From an optimization exercise on the open Yosys and OpenROAD flow, aimed at small area and few clock cycles; shortcuts taken in it are not production practice. Only simulation tests tie the RTL to the original design; equivalence was not proved. No activity file was given, so power comes from the tool's default toggle rates.

==> flow/design.v <==
module cart_stream (
    input  wire        clk,
    input  wire        rst,
    input  wire        op_valid,
    output wire        op_ready,
    input  wire [1:0]  op_code,
    input  wire [31:0] op_arg,
    output wire        a_valid,
    input  wire        a_ready,
    output reg  [7:0]  a_data,
    output wire        b_valid,
    input  wire        b_ready,
    output reg  [7:0]  b_data,
    input  wire        sa_valid,
    input  wire [7:0]  sa_data,
    input  wire        sb_valid,
    input  wire [7:0]  sb_data,
    output reg         w_valid,
    output reg  [15:0] w_data
);
    localparam [1:0] OP_SETUP   = 2'd0;
    localparam [1:0] OP_RESET   = 2'd1;
    localparam [1:0] OP_SETADDR = 2'd2;
    localparam [1:0] OP_READROM = 2'd3;
    reg        busy_a, busy_b;
    reg [1:0]  op;
    reg [31:0] arg;
    reg [11:0] ca;           
    reg [11:0] cb;           
    reg        fin_a, fin_b;   
    wire xfer_a = busy_a && a_ready;
    wire xfer_b = busy_b && b_ready;
    wire done_a = !busy_a || (a_ready && fin_a);
    wire done_b = !busy_b || (b_ready && fin_b);
    assign op_ready = done_a && done_b;
    wire   op_take  = op_valid && op_ready;
    assign a_valid = busy_a;
    assign b_valid = busy_b;
    wire       hi_a  = (ca[5:0] >= 6'd30);                
    wire [4:0] sa_s  = hi_a ? (ca[4:0] - 5'd30) : ca[4:0];
    wire [7:0] ale_a = hi_a ? 8'h20 : 8'h40;
    wire [7:0] lo_v  = hi_a ? arg[7:0] : arg[23:16];
    always @* begin
        a_data = 8'h00;
        fin_a  = 1'b0;
        case (op)
            OP_SETUP: begin
                fin_a = (ca[3:0] == 4'd8);
                case (ca[3:0])
                    4'd0: a_data = 8'h86;
                    4'd1: a_data = 8'h02;
                    4'd3: a_data = 8'h80;
                    4'd4: a_data = 8'h98;
                    4'd5: a_data = 8'hF8;
                    4'd6: a_data = 8'h82;
                    default: a_data = 8'h00;
                endcase
            end
            OP_RESET: begin
                fin_a = (ca[3:0] == 4'd8);
                case (ca[3:0])
                    4'd0: a_data = 8'h80;
                    4'd1: a_data = 8'h18;
                    4'd2: a_data = 8'hF8;
                    4'd3: a_data = 8'h8F;
                    4'd4: a_data = 8'hC4;
                    4'd5: a_data = 8'h09;
                    4'd6: a_data = 8'h80;
                    4'd7: a_data = 8'h98;
                    default: a_data = 8'hF8;
                endcase
            end
            OP_SETADDR: begin
                fin_a = (ca[5:0] == 6'd62);
                if (ca[5:0] >= 6'd60) begin
                    a_data = (ca[5:0] == 6'd60) ? 8'h82 : 8'h00;
                end else begin
                    case (sa_s)
                        5'd0:  a_data = 8'h80;
                        5'd1:  a_data = 8'h90;
                        5'd2:  a_data = 8'hF8;
                        5'd3:  a_data = 8'h82;
                        5'd4:  a_data = lo_v;
                        5'd5:  a_data = 8'hFF;
                        5'd6:  a_data = 8'h80;
                        5'd7:  a_data = 8'h98;
                        5'd8:  a_data = 8'hF8;
                        5'd9:  a_data = 8'h80;
                        5'd10: a_data = 8'h90 ^ ale_a;
                        5'd11: a_data = 8'hF8;
                        5'd12: a_data = 8'h80;
                        5'd13: a_data = 8'h98 ^ ale_a;
                        5'd14: a_data = 8'hF8;
                        5'd15: a_data = 8'h80;
                        5'd16: a_data = 8'h90 ^ ale_a;
                        5'd17: a_data = 8'hF8;
                        5'd18: a_data = 8'h8F;
                        5'd19: a_data = 8'h02;
                        5'd20: a_data = 8'h00;
                        5'd21: a_data = 8'h80;
                        5'd22: a_data = 8'h98 ^ ale_a;
                        5'd23: a_data = 8'hF8;
                        5'd24: a_data = 8'h80;
                        5'd25: a_data = 8'h90;
                        5'd26: a_data = 8'hF8;
                        5'd27: a_data = 8'h80;
                        5'd28: a_data = 8'h98;
                        default: a_data = 8'hF8;
                    endcase
                end
            end
            default: begin  
                fin_a = (ca == 12'hFFF);
                case (ca[3:0])
                    4'd0:  a_data = 8'h80;
                    4'd1:  a_data = 8'h90;
                    4'd2:  a_data = 8'hF8;
                    4'd3:  a_data = 8'h80;
                    4'd4:  a_data = 8'h80;
                    4'd5:  a_data = 8'hF8;
                    4'd6:  a_data = 8'h8F;
                    4'd7:  a_data = 8'h02;
                    4'd8:  a_data = 8'h00;
                    4'd9:  a_data = 8'h83;
                    4'd10: a_data = 8'h80;
                    4'd11: a_data = 8'h90;
                    4'd12: a_data = 8'hF8;
                    4'd13: a_data = 8'h80;
                    4'd14: a_data = 8'h98;
                    default: a_data = 8'hF8;
                endcase
            end
        endcase
    end
    wire       hi_b = (cb[4:0] >= 5'd10);                 
    wire [3:0] sb_s = hi_b ? (cb[3:0] - 4'd10) : cb[3:0];
    wire [7:0] hi_v = hi_b ? arg[15:8] : arg[31:24];
    wire       rom_b_wrap = (cb[3:0] == 4'd10);
    always @* begin
        b_data = 8'h00;
        fin_b  = 1'b0;
        case (op)
            OP_SETADDR: begin
                fin_b = (cb[4:0] == 5'd22);
                if (cb[4:0] >= 5'd20) begin
                    b_data = (cb[4:0] == 5'd20) ? 8'h82 : 8'h00;
                end else begin
                    case (sb_s)
                        4'd1: b_data = 8'h82;
                        4'd2: b_data = hi_v;
                        4'd3: b_data = 8'hFF;
                        4'd6: b_data = 8'h8F;
                        4'd7: b_data = 8'h02;
                        4'd8: b_data = 8'h00;
                        default: b_data = 8'h88;
                    endcase
                end
            end
            OP_READROM: begin  
                fin_b = rom_b_wrap && (cb[11:4] == 8'hFF);
                case (cb[3:0])
                    4'd0:  b_data = 8'h88;
                    4'd1:  b_data = 8'h80;
                    4'd2:  b_data = 8'h00;
                    4'd3:  b_data = 8'h10;
                    4'd4:  b_data = 8'h8F;
                    4'd5:  b_data = 8'h02;
                    4'd6:  b_data = 8'h00;
                    4'd7:  b_data = 8'h83;
                    4'd8:  b_data = 8'h80;
                    4'd9:  b_data = 8'h10;
                    default: b_data = 8'h10;
                endcase
            end
            default: begin  
                fin_b = (cb[3:0] == 4'd8);
                case (cb[3:0])
                    4'd0: b_data = 8'h86;
                    4'd1: b_data = 8'h02;
                    4'd3: b_data = 8'h80;
                    4'd4: b_data = 8'h10;
                    4'd5: b_data = 8'h10;
                    4'd6: b_data = 8'h82;
                    default: b_data = 8'h00;
                endcase
            end
        endcase
    end
    always @(posedge clk) begin
        if (rst) begin
            busy_a <= 1'b0;
            busy_b <= 1'b0;
        end else begin
            if (xfer_a && fin_a) busy_a <= 1'b0;
            if (xfer_b && fin_b) busy_b <= 1'b0;
            if (op_take) begin
                busy_a <= 1'b1;
                busy_b <= (op_code != OP_RESET);
            end
        end
    end
    always @(posedge clk) begin
        if (op_take) begin
            op <= op_code;
            arg <= op_arg;
        end
    end
    always @(posedge clk) begin
        if (op_take) begin
            ca <= 12'd0;
        end else if (xfer_a) begin
            ca <= ca + 12'd1;
        end
    end
    always @(posedge clk) begin
        if (op_take) begin
            cb <= 12'd0;
        end else if (xfer_b) begin
            if (op == OP_READROM && rom_b_wrap)
                cb <= {cb[11:4] + 8'd1, 4'd0};
            else
                cb <= cb + 12'd1;
        end
    end
    reg          nonempty;
    reg          ahead_a;
    reg  [7:0]   rp;
    reg  [2047:0] sh;
    wire va = sa_valid;
    wire vb = sb_valid;
    wire from_a = nonempty ? ahead_a : va;       
    wire push = nonempty ? (ahead_a ? va : vb) : (va ^ vb);
    wire pop  = nonempty && (ahead_a ? vb : va);
    wire [7:0] din = from_a ? sa_data : sb_data;
    always @(posedge clk) begin
        if (push) sh <= {sh[2039:0], din};
    end
    wire [15:0] sel_hi = 16'd1 << rp[7:4];
    wire [15:0] sel_lo = 16'd1 << rp[3:0];
    reg  [7:0]  head;
    reg  [7:0]  grp [0:15];
    integer i, j;
    always @* begin
        head = 8'h00;
        for (i = 0; i < 16; i = i + 1) begin
            grp[i] = 8'h00;
            for (j = 0; j < 16; j = j + 1)
                grp[i] = grp[i] | ({8{sel_lo[j]}} & sh[8*(16*i+j) +: 8]);
            head = head | ({8{sel_hi[i]}} & grp[i]);
        end
    end
    always @* begin
        w_valid = nonempty ? pop : (va && vb);
        w_data[7:0]  = (nonempty &&  ahead_a) ? head : sa_data;
        w_data[15:8] = (nonempty && !ahead_a) ? head : sb_data;
    end
    always @(posedge clk) begin
        if (rst) begin
            nonempty <= 1'b0;
        end else begin
            if (push && !pop) begin
                nonempty <= 1'b1;
                if (!nonempty) begin
                    ahead_a <= va;
                    rp <= 8'd0;
                end else begin
                    rp <= rp + 8'd1;
                end
            end else if (pop && !push) begin
                if (rp == 8'd0) nonempty <= 1'b0;
                else rp <= rp - 8'd1;
            end
        end
    end
endmodule
==> flow/run.sh <==
#!/bin/bash
# synth_recipe.tcl (not shown) runs the flow's synth.tcl, then flattens the netlist and writes it again
# the make line also repeats each setting of config.mk as NAME=value (left out here)
make -C /OpenROAD-flow-scripts/flow DESIGN_CONFIG=/design/flow/config.mk WORK_HOME=/design/flow/orfs CLKGATE_MAP_FILE= SYNTH_SCRIPT=/design/flow/synth_recipe.tcl finish
==> flow/config.mk <==
export PLATFORM = sky130hd
export DESIGN_NAME = cart_stream
export DESIGN_NICKNAME = cart_stream
export VERILOG_FILES = /design/flow/design.v
export SDC_FILE = /design/flow/constraint.sdc
export NUM_CORES = 4
export LEC_CHECK = 0
export ABC_AREA = 1
export CAP_MARGIN = 20
export CORE_MARGIN = 2
export CORE_UTILIZATION = 40
export SLEW_MARGIN = 20
==> flow/constraint.sdc <==
create_clock -name core_clock -period 8.0 [get_ports {clk}]
set_input_delay 1.6000 -clock core_clock [delete_from_list [all_inputs] [get_ports {clk}]]
set_output_delay 1.6000 -clock core_clock [all_outputs]
set_load 0.01 [all_outputs]
==> key figures <==
Synth
  – Post-synth ARST share: 0
  – Synth Flop Type: edfxtp_1
  – Yosys warns: 2
  – Post-synthesis sequential area ratio: 0.7787
  – Synthesized area per cell: 13.86 um^2
  – Post-synthesis net count: 5,997
  – FF+latch count, synth: 2,139
  – Post-synth EDFFs: 2,091
  – Cells after Synth: 5,905
  – Netlist Area Pre-Place: 0.08187 mm^2
  – Synth unique cells: 56

Clock tree
  – Root buffer cell: clkbuf_16
  – CTS tree: done
  – CTS hold repair buffers: 0
  – Setup Buffers After CTS: 0
  – Longest Clk Path Bufs: 3
  – H-tree depth: 4
  – Post-CTS sizing: 0
  – CTS buffer count: 211
  – Reg clk slew, reported paths: 60 ps
  – Clock Sinks: 2,139
  – Clk latency of the worst-skew pair: 860 ps

STA
  – RSZ-0062 raised after global routing: no
  – Fmax: 143.6 MHz
  – Setup tns final: 0 ps
  – Rel. slew slack: 0.2320
  – Final setup fails: 0
  – Tmin final: 6965 ps
  – Worst Tran Pin Value: 1152 ps
  – Max-slew violations: 0
  – Clk_skew: 30.19 ps
  – Final Hold Viols: 0
  – Fin crit share: 0.8706

Cells and area
  – Share of cells above drive strength 1: 0.07403
  – Finished Layout Cells: 8,917
  – Fin nets: 6,142
  – Area Overhead vs Synth: 13.16%
  – Design Area, Final: 0.09264 mm^2

Detailed routing
  – Routed vias/inst: 5.615
  – Starting DRT DRC Count: 6,414
  – Routed length per instance: 24.18 um
  – Via count: 50,070
  – Drc violations: 0
  – Pre-antenna DRT Iters: 5
  – Final WL: 215,700 um
  – ANT nets after route: 0

Min path
  – Hold crit path type: flop to flop

Pwr
  – PwrDens: 359.8 mW/mm^2
  – Leak: 32.76 nW
  – Peak supply drop: 0.0002592 V

Place
  – Placed insts: 8,525
  – Post-DP HPWL: 117,600 um
  – IO buf count: 92
  – Area after DPL: 0.08600 mm^2
  – Gpl congestion: 0.8267

Global route
  – Initial antenna violation count: 2
  – First-pass GRT wire length: 316,300 um
  – GR Overflow Total: 0
  – Largest net degree at the start of global routing: 195
  – Number of global-route vias before repair: 48,150
  – Gr usage total: 0.2012

Floorplan
  – Core area: 0.2040 mm^2
  – Die Area: 0.2083 mm^2
  – Row count: 166
  – Initial Util: 0.4014
  – I/O pin count: 93
  – Die H: 456.4 um
  – Die width: 456.4 um

Worst setup path
  – Crit path arrival time: 5360 ps
  – Setup crit start kind: flop
  – Critical Path RT: 6400 ps
  – Max FO, Critical Path: 91
  – CP Capture Type: primary output
  – Crit path kind: flop to primary output

Job
  – Max cap viols: 0

Outcome
  – Status: timing/DRC/antenna clean
==> stage by stage <==
stage	total power, mW	utilization	setup WS (ps)	hold slack (ps)
finish	33.33	0.4542	1035	430.0
global route	34.63	0.4542	745.4	442.2
CTS	33.46	0.4542	941.7	423.8
detailed placement	23.78	0.4217	1887	431.8
global placement	23.65	0.4216	1921	428.1
floorplan	16.88	-	-100260	421.1
==> cell usage after synthesis, types with 8 or more instances <==
| master | instances | area (um^2) |
|---|---|---|
| a21oi_1 | 194 | 970.9 |
| a221oi_1 | 91 | 797.0 |
| a221oi_2 | 12 | 180.2 |
| a22o_1 | 96 | 840.8 |
| a22oi_1 | 82 | 615.6 |
| a31oi_1 | 20 | 125.1 |
| buf_1 | 11 | 41.29 |
| buf_2 | 116 | 580.6 |
| buf_4 | 10 | 75.07 |
| buf_6 | 17 | 191.4 |
| clkbuf_1 | 97 | 364.1 |
| clkinv_1 | 8 | 30.03 |
| dfxtp_1 | 48 | 960.9 |
| edfxtp_1 | 2091 | 62790 |
| ha_1 | 35 | 437.9 |
| inv_1 | 194 | 728.2 |
| inv_2 | 20 | 75.07 |
| mux2_2 | 8 | 90.09 |
| nand2_1 | 1561 | 5859 |
| nand3_1 | 405 | 2027 |
| nand4_1 | 169 | 1057 |
| nor2_1 | 349 | 1310 |
| nor3_1 | 59 | 295.3 |
| nor3b_1 | 8 | 60.06 |
| nor4_1 | 11 | 68.82 |
| o2111ai_1 | 9 | 78.83 |
| o211ai_1 | 9 | 67.56 |
| o21ai_0 | 81 | 405.4 |
| o31ai_1 | 9 | 67.56 |
| xor2_1 | 14 | 122.6 |
==> critical path: stages (launching register included) <==
cell	delay, ps
edfxtp_1	620
inv_8	660
nand3_1	330
inv_6	560
buf_4	570
a22o_1	210
nor2_1	50
nand3_1	60
nor2_1	70
nor2_1	120
nor2_1	90
nand2_1	120
nor2_1	80
nand2_1	230
nand2_1	100
nand2_1	70
clkdlybuf4s50_1	530
==> where the power goes <==
part	internal [mW]	leakage (nW)	switching, mW
clock network	5.28	3.25	4.34
logic	1.13	8.78	3.51
registers	17.2	20.7	1.91
==> metal layers <==
| metal | track usage | wire [um] | up-vias |
|---|---|---|---|
| met2 | 0.3111 | 97990 | 2445 |
| met4 | 0.06389 | 6052 | 0 |
| met3 | 0.03197 | 18490 | 351 |
| met5 | 0 | 0 | - |
| li1 | - | - | 21960 |
| met1 | 0.2918 | 93120 | 25310 |
==> cell families (layout without fill, tap and decap cells) <==
| group | Yosys count | in the layout | share of synthesized area |
|---|---|---|---|
| compound gates | 633 | 633 | 0.05358 |
| xor+xnor | 18 | 18 | 0.001926 |
| fa+ha+maj | 35 | 35 | 0.005349 |
| buf+inv | 474 | 796 | 0.02555 |
| flops | 2139 | 2139 | 0.7787 |
| mux | 9 | 9 | 0.001223 |
| other cells | 0 | 2 | 0 |
| simple gates | 2597 | 2597 | 0.1337 |
==> state kept, by name (all words and copies together), names as in the netlist, named ones only <==
signal    cells
cb           12
op            2
busy_b        1
rp            8
arg          32
ca           12
nonempty      1
sh         2048
ahead_a       1
busy_a        1
==> path summary, 6_finish.rpt <==
| kind | cells past startpoint | endpoint | slack, ps | startpoint |
|---|---|---|---|---|
| max reg2reg | 7 | rp[5]$_DFFE_PP_ | 4040 | ahead_a$_DFFE_PP_ |
| min | 0 | sh[1372]$_DFFE_PP_ | 430 | sh[1364]$_DFFE_PP_ |
| min reg2reg | 0 | sh[1372]$_DFFE_PP_ | 430 | sh[1364]$_DFFE_PP_ |
| max | 16 | w_data[15] | 1040 | rp[3]$_DFFE_PP_ |
==> placed cells by master, fill, tap and decap left out, types with 58 or more instances in the layout <==
master	netlist	final
o21ai_0	81	81
clkdlybuf4s50_1	0	92
nand4_1	169	169
inv_1	194	192
a21oi_1	194	194
buf_4	10	68
a22oi_1	82	82
a22o_1	96	96
clkinv_1	8	59
nor3_1	59	58
nor2_1	349	349
nand3_1	405	404
nand2_1	1561	1560
clkbuf_16	0	211
edfxtp_1	2091	2091
a221oi_1	91	91
==> final cells by class <==
cell class	count	area, um^2
clock inverter	128	1129
timing repair buffer	183	1892
antenna	2	5.005
clock buffer	262	5510
tap	2688	3363
multi-input combinational	3292	16080
fill	17920	111300
sequential	2139	63750
inverter	223	914.6
Testbench counts, summed over its fixed seeds: cycles 133,240.

## what the ideal ports hide
How much do the figures lean on ideal ports? The routed layout below was timed once more, with nothing changed but the port constraints. Step 1 (the two cells are an assumption about what drives the block):
set clk [get_ports {clk}]
set_driving_cell -lib_cell sky130_fd_sc_hd__clkbuf_16 $clk
set_driving_cell -lib_cell sky130_fd_sc_hd__buf_2 [delete_from_list [all_inputs] $clk]
Step 2 moves the port delays by t, midway between the first and last clock arrival at a register: inputs arrive t later, outputs are due t later. That takes back most of the time a late clock gives input paths. Slacks: ideal / step 1 / step 2; pairs: ideal / step 1.
t (ns): 0.932
setup WS [ns]: 1.035 / 0.951 / 1.884
worst setup path at the end: register to output
worst register clock-pin slew, ns: 0.07 / 0.07
After both steps setup and hold are still met in this run. For this run, drivers alone change the setup slack by -0.084 ns; drivers and shift together by +0.849 ns.
